From an optimization exercise on the open Yosys and OpenROAD flow, aimed at small area, a short achievable clock period and few clock cycles; shortcuts taken in it are not production practice.
Function was checked by simulation only, so behaviour that the tests miss may differ from the original.
No activity file was given, so power comes from the tool's default toggle rates.

==> flow/design.v <==
module bitcopy_f16pack (
    input  wire [31:0] f,
    output reg  [15:0] h
);
    reg  [30:0] a;
    reg  [31:0] m;
    reg  [7:0]  e;
    reg  [31:0] p;
    reg  [31:0] q;
    reg  [6:0]  k;
    reg  [23:0] n;
    reg  [23:0] t;
    reg  [23:0] r;
    reg  [23:0] half;
    reg  [23:0] lowmask;
    always @* begin
        a = f[30:0];
        m = {1'b0, a[30:12], 12'b0};
        e = m[30:23];
        k = 7'd0;
        n = 24'd0;
        t = 24'd0;
        r = 24'd0;
        half = 24'd0;
        lowmask = 24'd0;
        p = 32'd0;
        if (e >= 8'd113) begin
            p = m - 32'h38000000;
        end else if (e == 8'd0) begin
            p = 32'd0;
        end else begin
            k = 7'd113 - {1'b0, e[6:0]};
            if (k <= 7'd24) begin
                n = {1'b1, m[22:0]};
                t = n >> k;
                lowmask = (24'd1 << k) - 24'd1;
                r = n & lowmask;
                half = 24'd1 << (k - 7'd1);
                if ((r > half) || ((r == half) && t[0]))
                    p = {8'd0, t} + 32'd1;
                else
                    p = {8'd0, t};
            end
        end
        q = p + 32'h00001000;
        if (q > 32'h0F800000)
            q = 32'h0F800000;
        if (a >= 31'h7F800000)
            h = {f[31], (a[22:0] != 23'd0) ? 15'h7E00 : 15'h7C00};
        else
            h = {f[31], q[27:13]};
    end
endmodule
module bitcopy_f16unpack (
    input  wire [15:0] h,
    output reg  [31:0] f
);
    reg [4:0]  e;
    reg [9:0]  m;
    reg [3:0]  k;
    reg [30:0] r;
    reg [22:0] frac;
    integer i;
    always @* begin
        e = h[14:10];
        m = h[9:0];
        k = 4'd0;
        for (i = 0; i < 10; i = i + 1)
            if (m[i]) k = i[3:0];
        frac = ({13'd0, m} << (5'd23 - {1'b0, k}));
        if (e == 5'd0 && m == 10'd0)
            r = 31'd0;
        else if (e == 5'd0)
            r = {({4'd0, k} + 8'd103), frac};
        else if (e != 5'd31)
            r = {({3'd0, e} + 8'd112), m, 13'd0};
        else
            r = {8'hFF, m, 13'd0};
        f = {h[15], r};
    end
endmodule
module bitcopy_core (
    input  wire        clk,
    input  wire        rst,
    input  wire        host_we,
    input  wire [3:0]  host_addr,
    input  wire [63:0] host_wdata,
    output wire        busy,
    output reg         done,
    output reg  [7:0]  status,
    output reg  [63:0] res,
    output reg  [31:0] mem_addr,
    output reg         mem_re,
    output reg         mem_we,
    output reg  [7:0]  mem_wdata,
    input  wire [7:0]  mem_rdata
);
    localparam [3:0] R_CMD = 4'd0, R_DBASE = 4'd2, R_DOFF = 4'd3, R_SBASE = 4'd4,
                     R_SOFF = 4'd5, R_CLEN = 4'd6, R_CAP = 4'd7, R_VAL = 4'd8;
    localparam [4:0] OP_COPY = 5'h01, OP_SATLEN = 5'h02, OP_SETBIT = 5'h03,
                     OP_SETU = 5'h04, OP_SETI = 5'h05, OP_SETF16 = 5'h06,
                     OP_SETF32 = 5'h07, OP_SETF64 = 5'h08, OP_GETBIT = 5'h09,
                     OP_GETU8 = 5'h0A, OP_GETU16 = 5'h0B, OP_GETU32 = 5'h0C,
                     OP_GETU64 = 5'h0D, OP_GETF16 = 5'h0E, OP_GETF32 = 5'h0F,
                     OP_GETF64 = 5'h10, OP_F16PACK = 5'h11, OP_F16UNPACK = 5'h12;
    localparam [7:0] ST_SUCCESS = 8'd0, ST_INVALID = 8'd2, ST_TOO_SMALL = 8'd3;
    localparam [2:0] S_IDLE = 3'd0, S_START = 3'd1, S_STEP = 3'd2, S_GOT_SRC = 3'd3,
                     S_MERGE = 3'd4, S_BULK_RD = 3'd5, S_BULK_WR = 3'd6, S_FIN = 3'd7;
    reg [31:0] cmd;
    reg [31:0] dbase, doff, sbase, soff, clen, cap;
    reg [63:0] val;
    reg [2:0]  state;
    reg [33:0] so, dpos, last;      
    reg        src_mem, dst_mem;    
    reg [7:0]  sdata;               
    reg [63:0] acc;                 
    reg [33:0] bidx, bcnt;          
    reg        bfwd;
    reg [31:0] ps, pd;              
    assign busy = (state != S_IDLE);
    wire [4:0] op  = cmd[4:0];
    wire [6:0] len = cmd[14:8];
    reg       legal;
    reg [6:0] flen;      
    always @* begin
        flen  = 7'd0;
        legal = (cmd[7:5] == 3'd0) && (cmd[31:15] == 17'd0);
        case (op)
            OP_COPY, OP_SATLEN, OP_F16PACK, OP_F16UNPACK: legal = legal && (len == 7'd0);
            OP_SETBIT, OP_GETBIT: begin legal = legal && (len == 7'd0); flen = 7'd1;  end
            OP_SETF16, OP_GETF16: begin legal = legal && (len == 7'd0); flen = 7'd16; end
            OP_SETF32, OP_GETF32: begin legal = legal && (len == 7'd0); flen = 7'd32; end
            OP_SETF64, OP_GETF64: begin legal = legal && (len == 7'd0); flen = 7'd64; end
            OP_SETU, OP_SETI, OP_GETU64: begin legal = legal && (len <= 7'd64); flen = len; end
            OP_GETU8:  begin legal = legal && (len <= 7'd8);  flen = len; end
            OP_GETU16: begin legal = legal && (len <= 7'd16); flen = len; end
            OP_GETU32: begin legal = legal && (len <= 7'd32); flen = len; end
            default: legal = 1'b0;
        endcase
    end
    wire is_set = (op >= OP_SETBIT) && (op <= OP_SETF64);
    wire is_get = (op >= OP_GETBIT) && (op <= OP_GETF64);
    wire [15:0] pack_out;
    wire [31:0] unpack_val, unpack_acc;
    bitcopy_f16pack   u_pack   (.f(val[31:0]), .h(pack_out));
    bitcopy_f16unpack u_unpack (.h(val[15:0]), .f(unpack_val));
    bitcopy_f16unpack u_getf16 (.h(acc[15:0]), .f(unpack_acc));
    reg [63:0] wval;
    always @* begin
        case (op)
            OP_SETBIT: wval = {63'd0, (val != 64'd0)};
            OP_SETF16: wval = {48'd0, pack_out};
            OP_SETF32: wval = {32'd0, val[31:0]};
            default:   wval = val;
        endcase
    end
    wire [34:0] cap_bits = {cap, 3'b000};
    wire [34:0] doff_x   = {3'd0, doff};
    wire [34:0] wr_end   = doff_x + {28'd0, flen};
    wire        too_small = (wr_end > cap_bits);
    wire [34:0] avail    = (doff_x >= cap_bits) ? 35'd0 : (cap_bits - doff_x);
    wire [34:0] sat_get  = (avail < {28'd0, flen}) ? avail : {28'd0, flen};
    wire [34:0] sat_clen = (avail < {3'd0, clen}) ? avail : {3'd0, clen};
    wire        copy_aligned = (soff[2:0] == 3'd0) && (doff[2:0] == 3'd0);
    wire [31:0] copy_ps = sbase + {3'd0, soff[31:3]};
    wire [31:0] copy_pd = dbase + {3'd0, doff[31:3]};
    wire [28:0] copy_nb = clen[31:3];
    wire [2:0]  sm = so[2:0];
    wire [2:0]  dm = dpos[2:0];
    wire [3:0]  room = 4'd8 - {1'b0, (sm > dm) ? sm : dm};
    wire [33:0] remain = last - so;
    wire [3:0]  step = (remain < {30'd0, room}) ? remain[3:0] : room;
    wire [7:0]  mask = ((8'd1 << step) - 8'd1) << dm;    
    wire [7:0]  vbyte = wval[{so[5:3], 3'b000} +: 8];
    wire [7:0]  src_unit = (state == S_GOT_SRC) ? mem_rdata : sdata;
    wire [7:0]  shifted = (src_unit >> sm) << dm;
    wire [31:0] src_base = (op == OP_COPY) ? sbase : dbase;
    wire [31:0] src_addr = src_base + so[34-1:3];
    wire [31:0] dst_addr = dbase + dpos[34-1:3];
    wire [63:0] acc_mask = {56'd0, mask} << {dpos[5:3], 3'b000};
    wire [63:0] acc_in   = {56'd0, shifted} << {dpos[5:3], 3'b000};
    wire [31:0] bulk_src = ps + bidx[31:0];
    wire [31:0] bulk_dst = pd + bidx[31:0];
    always @* begin
        mem_addr  = 32'd0;
        mem_re    = 1'b0;
        mem_we    = 1'b0;
        mem_wdata = 8'd0;
        case (state)
            S_STEP: if (so < last) begin
                mem_re   = 1'b1;
                mem_addr = src_mem ? src_addr : dst_addr;
            end
            S_GOT_SRC: if (dst_mem) begin
                mem_re   = 1'b1;
                mem_addr = dst_addr;
            end
            S_MERGE: begin
                mem_we    = 1'b1;
                mem_addr  = dst_addr;
                mem_wdata = (mem_rdata & ~mask) | (shifted & mask);
            end
            S_BULK_RD: begin
                mem_re   = 1'b1;
                mem_addr = bulk_src;
            end
            S_BULK_WR: begin
                mem_we    = 1'b1;
                mem_addr  = bulk_dst;
                mem_wdata = mem_rdata;
            end
            default: ;
        endcase
    end
    always @(posedge clk) begin
        if (host_we && !busy) begin
            case (host_addr)
                R_DBASE: dbase <= host_wdata[31:0];
                R_DOFF:  doff  <= host_wdata[31:0];
                R_SBASE: sbase <= host_wdata[31:0];
                R_SOFF:  soff  <= host_wdata[31:0];
                R_CLEN:  clen  <= host_wdata[31:0];
                R_CAP:   cap   <= host_wdata[31:0];
                R_VAL:   val   <= host_wdata;
                default: ;
            endcase
        end
    end
    always @(posedge clk) begin
        if (rst) begin
            state  <= S_IDLE;
            cmd    <= 32'd0;
            status <= ST_SUCCESS;
            done   <= 1'b0;
        end else begin
            done <= 1'b0;
            case (state)
                S_IDLE: begin
                    if (host_we && host_addr == R_CMD) begin
                        cmd   <= host_wdata[31:0];
                        state <= S_START;
                    end
                end
                S_START: begin
                    acc     <= 64'd0;
                    src_mem <= 1'b1;
                    dst_mem <= 1'b1;
                    if (!legal) begin
                        status <= ST_INVALID;
                        done   <= 1'b1;
                        state  <= S_IDLE;
                    end else if (op == OP_SATLEN) begin
                        res    <= {29'd0, sat_clen};
                        status <= ST_SUCCESS;
                        done   <= 1'b1;
                        state  <= S_IDLE;
                    end else if (op == OP_F16PACK) begin
                        res    <= {48'd0, pack_out};
                        status <= ST_SUCCESS;
                        done   <= 1'b1;
                        state  <= S_IDLE;
                    end else if (op == OP_F16UNPACK) begin
                        res    <= {32'd0, unpack_val};
                        status <= ST_SUCCESS;
                        done   <= 1'b1;
                        state  <= S_IDLE;
                    end else if (is_set) begin
                        if (too_small) begin
                            status <= ST_TOO_SMALL;
                            done   <= 1'b1;
                            state  <= S_IDLE;
                        end else begin
                            src_mem <= 1'b0;
                            so      <= 34'd0;
                            dpos    <= {2'd0, doff};
                            last    <= {27'd0, flen};
                            state   <= S_STEP;
                        end
                    end else if (is_get) begin
                        dst_mem <= 1'b0;
                        so      <= {2'd0, doff};
                        dpos    <= 34'd0;
                        last    <= {2'd0, doff} + sat_get[33:0];
                        state   <= S_STEP;
                    end else begin
                        so   <= {2'd0, soff};
                        dpos <= {2'd0, doff};
                        last <= {2'd0, soff} + {2'd0, clen};
                        if (copy_aligned && copy_nb != 29'd0) begin
                            ps    <= copy_ps;
                            pd    <= copy_pd;
                            bfwd  <= (copy_pd <= copy_ps);
                            bidx  <= (copy_pd <= copy_ps) ? 34'd0 : {5'd0, copy_nb} - 34'd1;
                            bcnt  <= {5'd0, copy_nb};
                            state <= S_BULK_RD;
                        end else begin
                            state <= S_STEP;
                        end
                    end
                end
                S_BULK_RD: state <= S_BULK_WR;
                S_BULK_WR: begin
                    bidx <= bfwd ? bidx + 34'd1 : bidx - 34'd1;
                    bcnt <= bcnt - 34'd1;
                    if (bcnt == 34'd1) begin
                        so    <= {2'd0, soff} + {2'd0, clen[31:3], 3'b000};
                        dpos  <= {2'd0, doff} + {2'd0, clen[31:3], 3'b000};
                        state <= S_STEP;
                    end else begin
                        state <= S_BULK_RD;
                    end
                end
                S_STEP: begin
                    if (so >= last) begin
                        state <= S_FIN;
                    end else if (src_mem) begin
                        state <= S_GOT_SRC;
                    end else begin
                        sdata <= vbyte;
                        state <= S_MERGE;
                    end
                end
                S_GOT_SRC: begin
                    sdata <= mem_rdata;
                    if (dst_mem) begin
                        state <= S_MERGE;
                    end else begin
                        acc   <= (acc & ~acc_mask) | (acc_in & acc_mask);
                        so    <= so + {30'd0, step};
                        dpos  <= dpos + {30'd0, step};
                        state <= S_STEP;
                    end
                end
                S_MERGE: begin
                    so    <= so + {30'd0, step};
                    dpos  <= dpos + {30'd0, step};
                    state <= S_STEP;
                end
                S_FIN: begin
                    status <= ST_SUCCESS;
                    done   <= 1'b1;
                    state  <= S_IDLE;
                    if (is_get) begin
                        if (op == OP_GETF16)
                            res <= {32'd0, unpack_acc};
                        else
                            res <= acc;
                    end
                end
                default: state <= S_IDLE;
            endcase
        end
    end
endmodule
==> flow/run.sh <==
#!/bin/bash
# synth_recipe.tcl (not shown) runs the flow's synth.tcl, then flattens the netlist and writes it again
# the make line also repeats each setting of config.mk as NAME=value (left out here)
make -C /OpenROAD-flow-scripts/flow DESIGN_CONFIG=/design/flow/config.mk WORK_HOME=/design/flow/orfs CLKGATE_MAP_FILE= SYNTH_SCRIPT=/design/flow/synth_recipe.tcl finish
==> flow/config.mk <==
export PLATFORM = sky130hd
export DESIGN_NAME = bitcopy_core
export DESIGN_NICKNAME = bitcopy_core
export VERILOG_FILES = /design/flow/design.v
export SDC_FILE = /design/flow/constraint.sdc
export NUM_CORES = 4
export LEC_CHECK = 0
export CAP_MARGIN = 20
export CORE_MARGIN = 2
export CORE_UTILIZATION = 40
export SLEW_MARGIN = 20
==> flow/constraint.sdc <==
create_clock -name core_clock -period 12.0 [get_ports {clk}]
set_input_delay 2.4000 -clock core_clock [delete_from_list [all_inputs] [get_ports {clk}]]
set_output_delay 2.4000 -clock core_clock [all_outputs]
set_load 0.01 [all_outputs]
==> notes.md <==
- Status: complete, no violations
- Num CTS Buffers: 84
- DRT Wirelength: 231200 um
- H-tree Lvls: 3
- Seq/Total Area, Yosys: 0.3446
- Remaining Overflow, GRT: 0
- Multi-input gate area: 35180 um2
- Antenna violations before repair: 17
- Die W: 381.0 um
- Gr usage total: 0.3047
- P_int: 4.212 mW
- Top Metal Used: met5
- CP Launch Type: register
- Largest net degree at the start of global routing: 74
- Routability cong.: approximately 1.0
- Most frequent cells in the layout: 657 x nand2_1, 627 x edfxtp_1, 491 x ha_1
- DRC: 0
- Commonest non-fill, non-tap cell in the layout: nand2_1
- Met2 WL: just under 100000 um
- Fmax: 86.89 MHz
- Finished Core Util: 0.4516
- CP Max Fanout: 14
- Core area: 141200 um2
- DIE AREA: 145200 um2
- Crit path max-delay family: compound AO/OA/AOI/OAI gates
- Peak supply drop: 0.00008523 V
- HP Class: register to register
- Share of layout cells above drive strength 1: 0.06350
- Global-route wire length before repair: 329500 um
- Critical path buffers and inverters: 5
- Post-synthesis cell count: roughly 6400
- Slew HR: 0.2006
- Static Leak: ~25 nW
- Max-slew violations: 0
- Critical path's slowest cell: or4_1
- Post-Syn Area: ~57000 um2
- DRT iter0 DRCs: ~7000
- Period utilisation layout: 0.9591
- Setup violations, final: 0
- Area Growth Syn to Fin: 12.20%
- Unrepaired setup endpoints after global routing: false
- CP Capture Type: output pin
- Cell variety after synth: around 120
- Layout Nets: 7048
- Post-detail-place hpwl: between 150000 and 200000 um
- Clock latency on the worst-skew pair: roughly 0.73 ns
- Worst-path clk slew: around 0.060 ns
- Combinational power share: 0.073
- Number of global-route vias before repair: 47780
- Async SR Flop Fraction: 0
- Net Sw Frac: 0.2543
- Num Clock Sinks: about 670
- ANT nets after route: 0
- Wirelength per Cell: between 20 and 30 um
- Average size of a mapped cell: 8.952 um2
- DR vias/cell: roughly 6.2
- Worst Path Required: between 9 and 10 ns
- CTS tree: built
- IO buf count: 188
- FF+latch area: 19590 um2
- DRT met1 WL: 100600 um
- Share of total power in the clock network: 0.474
- Critical Path AT: ~9 ns
- Fin worst setup slack: 0.4911 ns
- Worst setup path class: register to output pin
- Post-Place Setup Slack: 1.287 ns
- Clock Tree Buf Depth: 3
- Yosys reg bits: 665
- Final hold viol count: 0
- Chip Height: 381.0 um
- Worst Tran Pin Value: roughly 1.2 ns
- TNS Setup: 0 ns
- CTS root buf: clkbuf_16
- Sequential share of power: 0.453
- Routed wl met3: around 23000 um
- Max cap viols: 0
- Cells after DPL: slightly above 8000
- Boundary pin count: slightly below 200
- Initial Util: 0.4025
- Minimum clock period: ~12 ns
- Worst setup skew after layout: around 0.040 ns
- Row count: 138
- Hold WS: around 0.46 ns
- Dominant synthesized flop cell: edfxtp_1
- Post-Layout Cell Count: 8429
- PwrDens: approximately 90 nW/um2
- Switching Power: 1.436 mW
- Crit path largest cell delay: around 0.70 ns
- Critical path's most frequent cell: ha_1
- Warnings from Yosys: 3
- Post-synth EDFFs: 627
- Fillcell total: ~14000
- Via count: around 53000
- TritonRoute pass-1 iters: 7
Yosys cell counts (68+ instances only):
master	instances	share of area
a21o_1	164	0.022
a21oi_1	456	0.040
a22oi_1	80	0.011
a31oi_1	68	0.0075
and2_1	82	0.0090
clkbuf_1	230	0.015
edfxtp_1	627	0.33
ha_1	491	0.11
inv_1	306	0.020
mux2i_1	103	0.018
nand2_1	660	0.044
nand2b_1	98	0.011
nand3_1	141	0.012
nand4_1	96	0.011
nor2_1	486	0.032
nor2b_1	74	0.0081
nor3_1	158	0.014
nor4_1	79	0.0087
o21ai_0	368	0.032
xnor2_1	312	0.048
xor2_1	148	0.023
registers in the layout, summed over array words and instances (netlist names), 34 cells and up:
register,count
last,34
dpos,34
so,34
val,64
acc,64
res,64
bcnt,34
power by group through the flow:
stage | registers [mW] | clock network, mW | logic, mW
floorplan | 2.60 | 0 | 0.237
global placement | 2.61 | 0 | 0.393
detailed placement | 2.61 | 0 | 0.396
CTS | 2.56 | 2.69 | 0.399
global route | 2.56 | 2.78 | 0.437
finish | 2.56 | 2.68 | 0.412
logic make-up after synthesis:
kind of cell             share of synthesized area
flip-flops                                  0.3446
multiplexers                               0.03405
XOR/XNOR                                   0.07087
adder cells (fa/ha/maj)                     0.1130
buffers and inverters                      0.04199
AND/OR/NAND/NOR                             0.1793
other                                   0.00006597
AO/OA/AOI/OAI                               0.2162
per-layer routing:
layer,global-route usage,vias up
met5,0,-
met4,0.1063,10
met3,0.06489,413
met2,0.4570,2651
met1,0.4314,25560
li1,-,23980
worst register-to-register path: cells and delay by family, from the launching register on:
family                   cells  cell delay (ns)
AND/OR/NAND/NOR              7             1.16
multiplexers                 1             0.22
XOR/XNOR                     1             0.15
buffers and inverters        2             0.14
AO/OA/AOI/OAI               20             6.70
flip-flops                   1             0.55
adder cells (fa/ha/maj)      4             1.13
through the flow:
stage / instance area [um2] / power (mW)
detailed placement: 60910 / 3.003
global route: 63770 / 5.776
global placement: 60890 / 2.999
CTS: 63740 / 5.651
finish: 63780 / 5.648
floorplan: 56960 / 2.834
final timing paths:
path | cells after the start | slack (ns) | start | end
worst max register to register | 35 | 1.62 | doff[3] | last[28]
worst min-delay path | 2 | 0.46 | cmd[24] | cmd[24]
worst max-delay path | 28 | 0.49 | dpos[2] | mem_wdata[6]
worst min register to register | 2 | 0.46 | cmd[24] | cmd[24]
timing repair:
item,CTS,global route
setup buffers,0,1
endpoints found under the setup margin,0,2
resized for setup,0,2
hold buffers,0,0
cell type report:
type / instances / share of cell area
Sequential cell: 665 / 0.3071
Clock buffer: 101 / 0.03460
Inverter: 317 / 0.01871
Antenna cell: 4 / 0.0001569
Tap cell: 1890 / 0.03707
Multi-Input combinational cell: 5114 / 0.5516
Timing Repair Buffer: 282 / 0.04088
Clock inverter: 56 / 0.009847
Testbench counts, summed over its fixed seeds: cycles 70,499.

-- what the ideal ports hide --
No port has a modelled driver above. Below, the same layout with a new extraction and two added sets of constraints.
Step 1, drivers: a clkbuf_16 drives clk and a buf_2 each remaining input, both assumed.
Step 2 times the ports against the registers' clock, not the clock port: input delays grow and output delays shrink by t, the midpoint of the rising clock arrivals with the driver on.
a / b / c = ideal / step 1 / step 2; a / b = the first two.
t, ns: 0.786
slack for setup (ns): 0.491 / 0.409 / 1.195
worst setup path at the end: register to output
latest minus earliest clock arrival (ns): 0.045 / 0.045
After both steps this run still meets setup and hold. For this run, drivers alone change the setup slack by -0.082 ns; drivers and shift together by +0.704 ns.
